What follows belongs to an exercise in optimizing a design on an open flow for small area, a short achievable clock period and few clock cycles; a production flow would make more cautious choices.
The RTL was checked by simulation tests, not by an equivalence proof against the original design.
Power is estimated from default activity; no workload was simulated.

// fdc_engine
module fdc_engine (
    input  wire        clk,
    input  wire        rst,
    input  wire        cmd_valid,
    output wire        cmd_ready,
    input  wire [31:0] cmd_word,
    input  wire [31:0] cmd_arg,
    input  wire        cmd_empty,
    input  wire        in_valid,
    output wire        in_ready,
    input  wire [7:0]  in_data,
    input  wire        in_last,
    output wire        out_valid,
    input  wire        out_ready,
    output wire [7:0]  out_data,
    output wire        done,
    output wire [7:0]  status
);
Size in the first run: ~1,300 cells after synthesis, ~310 flip-flops, about 99 I/O pins.
clock: 3.6 ns
lec_check: 0
cap_margin: 20
core_margin: 2
core_utilization: 40
cts_buf_list: sky130_fd_sc_hd__clkbuf_8
cts_cluster_size: 30
place_density: 0.6
setup_slack_margin: 1.5
slew_margin: 20
synth_hierarchical: 1
standard.sh (not shown) runs the stock make flow with config.mk's settings and CLKGATE_MAP_FILE= SYNTH_SCRIPT=/design/flow/synth_recipe.tcl, a recipe that flattens the netlist after the stock synthesis.
==> flow/flow/run.sh <==
#!/bin/bash
# Own layout flow: the standard ORFS flow, with the port buffers made
# from sky130_fd_sc_hd__buf_2 instead of the default delay-buffer family, and
# the timing repair free to change a cell's footprint. Everything else
# (synthesis, floorplan, power grid, CTS, routing) is the standard flow.
set -euo pipefail
W=$PWD
cat > "$W/own.mk" <<EOM
include $W/config.mk
export BUFFER_PORTS_ARGS = -buffer_cell sky130_fd_sc_hd__buf_2
export MATCH_CELL_FOOTPRINT = 0
EOM
sed "s#DESIGN_CONFIG=[^ ]*#DESIGN_CONFIG=$W/own.mk#" standard.sh > "$W/own_standard.sh"
bash "$W/own_standard.sh" > "$W/own_flow.log" 2>&1
The baseline went through all stages and came out clean.
Testbench counts at the start, summed over its fixed seeds: cycles 15,081.
Change:
Settings changed: CORE_UTILIZATION 40 to 55, CTS_BUF_LIST sky130_fd_sc_hd__clkbuf_8 to unset, CTS_CLUSTER_SIZE 30 to unset, PLACE_DENSITY 0.6 to 0.7.
First-iteration DRC count went down by 2.9%.
Area after synthesis is unchanged.
Die area decreases by 27%.
Sequential power barely changes.
Clock-buffer cell count falls by 10.
Change:
Settings changed: CORE_UTILIZATION 55 to 40, PLACE_DENSITY 0.7 to 0.6, SETUP_SLACK_MARGIN 1.5 to 1.35.
Effect: Power came out lower by about 2.1%. Core utilization shrinks by 19 points. Clock skew barely changes. Wire length came out higher by about 1.8%. Global-route usage came out lower by 7.5 points. Worst setup slack loses 41 ps. Non-clock buffer count falls by 4. Clock power came out lower by about 4%. Via count shrinks by 2.2%.
Change:
Settings changed: PLACE_DENSITY 0.6 to 0.8, SETUP_SLACK_MARGIN 1.35 to 1.5.
Result: Flip-flop and latch count is unchanged. Count of clock-buffer cells in the layout falls by 9. First-iteration DRC count went up by well over a third.
Change:
Settings changed: PLACE_DENSITY 0.8 to 0.6.
Sequential power is about the same.
Non-clock buffer count shrinks by 3.
Combinational power falls by a few percent.
Die area stays the same.
Area after synthesis does not change.
First-iteration DRC count goes down by a quarter to a third.
Change:
--- a/flow/flow/run.sh
+++ b/flow/flow/run.sh
@@ -11,0 +12 @@
+export RECOVER_POWER = 100
- The changed run finished with timing, DRC and antenna clean
- core utilization goes down by 0.70 points
- die area is unchanged
- clock skew barely changes
- area after synthesis is unchanged
- fmax goes down by 24%
- final area came out lower by 1.4%
- non-clock buffer count does not change
- sequential power hardly moves
- final cell count is unchanged
- setup slack loses 680 ps
- combinational power fell by 3.7%


Another version of the RTL of fdc_engine (not shown whole).
Size in the first run: roughly 1300 cells after synthesis, ~310 flip-flops, about 99 I/O pins, roughly 0.013 mm^2 of cells after synthesis.
Settings: LEC_CHECK=0, CAP_MARGIN=20, CORE_MARGIN=2, CORE_UTILIZATION=40, CTS_CLUSTER_DIAMETER=50, CTS_CLUSTER_SIZE=40, PLACE_DENSITY=0.6, SETUP_SLACK_MARGIN=1.6, SLEW_MARGIN=20, SYNTH_HIERARCHICAL=1; clock period 3.6 ns.
==> flow/flow/run.sh <==
#!/bin/bash
# Own layout flow: the standard ORFS flow, with the port buffers made
# from sky130_fd_sc_hd__buf_2 instead of the default delay-buffer family, and
# the timing repair free to change a cell's footprint. Everything else
# (synthesis, floorplan, power grid, CTS, routing) is the standard flow.
set -euo pipefail
W=$PWD
cat > "$W/own.mk" <<EOM
include $W/config.mk
export BUFFER_PORTS_ARGS = -buffer_cell sky130_fd_sc_hd__buf_2
export MATCH_CELL_FOOTPRINT = 0
EOM
sed "s#DESIGN_CONFIG=[^ ]*#DESIGN_CONFIG=$W/own.mk#" standard.sh > "$W/own_standard.sh"
bash "$W/own_standard.sh" > "$W/own_flow.log" 2>&1
The baseline finished with timing, DRC and antenna clean.
Testbench counts at the start, summed over its fixed seeds: cycles 15,081.
Then changed:
CTS_CLUSTER_DIAMETER = default   (was 50)
CTS_CLUSTER_SIZE = default   (was 40)
Outcome:
- clock-buffer cell count rises by 10
- sequential cell count does not change
- cell count barely changes
- non-clock buffer count falls by 3
- die area stays the same
- register-to-register slack is worse by 0.02 ns
- first-iteration DRC count rises by about 8%
Then changed:
CTS_CLUSTER_DIAMETER = 65   (was default)
CTS_CLUSTER_SIZE = 40   (was default)
=> Maximum frequency goes up by about 3.6%; power goes down by 11%; global-route usage came out lower by 0.11 points; design area came out lower by about 2.4%; core utilization decreases by 1.2 points; via count hardly moves; wire length shrinks by 0.60%; synthesized cell count is unchanged; die area does not change; sequential power hardly moves.
Then changed:
CTS_CLUSTER_DIAMETER = default   (was 65)
CTS_CLUSTER_SIZE = default   (was 40)
PLACE_DENSITY = 0.5   (was 0.6)
After rerunning: Design area grows by 4.3%; clock power grows by 49%; synthesized cell count is unchanged; wire length grows by 5.2%; sequential cell count is unchanged; core utilization grows by 2.1 points; register-to-register slack hardly moves; worst setup slack is worse by 0.027 ns; via count shrinks by 1.1%; sequential share of layout area shrinks by 1.7 points; final cell count grows by 1.2%.
Then changed:
CTS_CLUSTER_DIAMETER = 70   (was default)
CTS_CLUSTER_SIZE = 50   (was default)
PLACE_DENSITY = 0.6   (was 0.5)
SETUP_SLACK_MARGIN = 1.65   (was 1.6)
What happened: First-iteration DRC count grows by 8.4%. Maximum frequency grows by 2.1%. Utilization shrinks by 1.3 points. Synthesized cell count does not change. Via count grows by 0.72%. Power shrinks by 14%. Routed wire length shrinks by 3.7%. Clock skew stays flat. Hold slack degrades by 0.043 ns.
Then changed:
CTS_CLUSTER_DIAMETER = 60   (was 70)
CTS_CLUSTER_SIZE = 60   (was 50)
SETUP_SLACK_MARGIN = 1.6   (was 1.65)
What happened:
- sequential power hardly moves
- synthesized cell count is unchanged
- wire length fell by 0.90%
- worst hold slack gains 0.0069 ns
- combinational power fell by about 10%
- via count rose by 0.86%
- clock skew rose by 0.0096 ns
- die area does not change
- total power rose by 7.7%
- flip-flop and latch count is unchanged


red:
fdc_engine again, from the RTL that the note above started with.
Settings: LEC_CHECK=0, CAP_MARGIN=20, CORE_MARGIN=2, CORE_UTILIZATION=40, PLACE_DENSITY=0.6, SETUP_SLACK_MARGIN=1.5, SLEW_MARGIN=20, SYNTH_HIERARCHICAL=1; clock period 3.6 ns.
Scripts as last shown in full above: flow/flow/run.sh
red closes out successfully: all stages finished, all timing, DRC and antenna checks passed.
Testbench counts of red, summed over its fixed seeds: cycles 15,081.
What purple does differently from red at the input level:
Settings: SETUP_SLACK_MARGIN now 1.7, was 1.5; CTS_CLUSTER_SIZE now 40, previously not set; CTS_CLUSTER_DIAMETER now 65, previously not set.
## What came out
Going from red to purple, via count of the first global-routing pass went up; worst setup slack went up 80 ps; mean routed wirelength per cell up 1.7%; total power consumption of the routed design has decreased. Diff red and purple: reg-to-reg setup timing slack lower in red. Worst-path cell with the longest stage delay = a22oi_1: red; worst-path cell with the longest stage delay = dfxtp_2: purple. Looking only at total net switching power, and setting everything else aside, the lower value of red and purple goes to red. Every stage of the flow completed for purple, and the final layout passed the timing, design-rule and antenna checks.

==> separate check: timing with driven ports <==
Ports are ideal in the flow. The routed layouts listed here were re-timed in OpenROAD. Step 1 assumes that a clkbuf_16 drives the clock port and a buf_2 every other input. Step 2 moves the port delays by t, midway between the first and last clock arrival at a register: inputs arrive t later, outputs are due t later. That takes back most of the time a late clock gives input paths. Three values: no drivers, after step 1, after step 2; two values: the first two.
run	t (ns)	setup WS [ns]	worst hold slack (ns)	cell pins on the clock port's net
the first run of note 1	0.629	1.408 / 1.430 / 0.802	0.385 / 0.361 / 0.482	1
the second run of note 1	0.549	1.420 / 1.420 / 0.885	0.451 / 0.423 / 0.480	1
the third run of note 1	0.564	1.379 / 1.406 / 0.842	0.447 / 0.426 / 0.481	1
the fourth run of note 1	0.562	1.444 / 1.453 / 0.901	0.453 / 0.425 / 0.482	1
the fifth run of note 1	0.557	1.482 / 1.482 / 0.960	0.450 / 0.430 / 0.483	1
the sixth run of note 1	0.555	0.805 / 0.825 / 0.269	0.451 / 0.432 / 0.483	1
the first run of note 2	0.614	1.633 / 1.621 / 1.043	0.393 / 0.365 / 0.486	1
the second run of note 2	0.606	1.576 / 1.601 / 0.995	0.395 / 0.366 / 0.483	1
the third run of note 2	0.576	1.645 / 1.620 / 1.084	0.433 / 0.406 / 0.495	1
the fourth run of note 2	0.566	1.618 / 1.564 / 1.085	0.446 / 0.415 / 0.482	1
the fifth run of note 2	0.585	1.658 / 1.641 / 1.095	0.403 / 0.381 / 0.494	1
the sixth run of note 2	0.597	1.590 / 1.613 / 1.017	0.410 / 0.383 / 0.491	1
red	0.558	1.594 / 1.588 / 1.030	0.437 / 0.412 / 0.482	1
purple	0.599	1.674 / 1.628 / 1.081	0.376 / 0.369 / 0.487	1
After both steps every run listed still meets setup and hold. For the first run of note 1, which loses most, drivers alone change the setup slack by +0.022 ns; drivers and shift together by -0.606 ns.
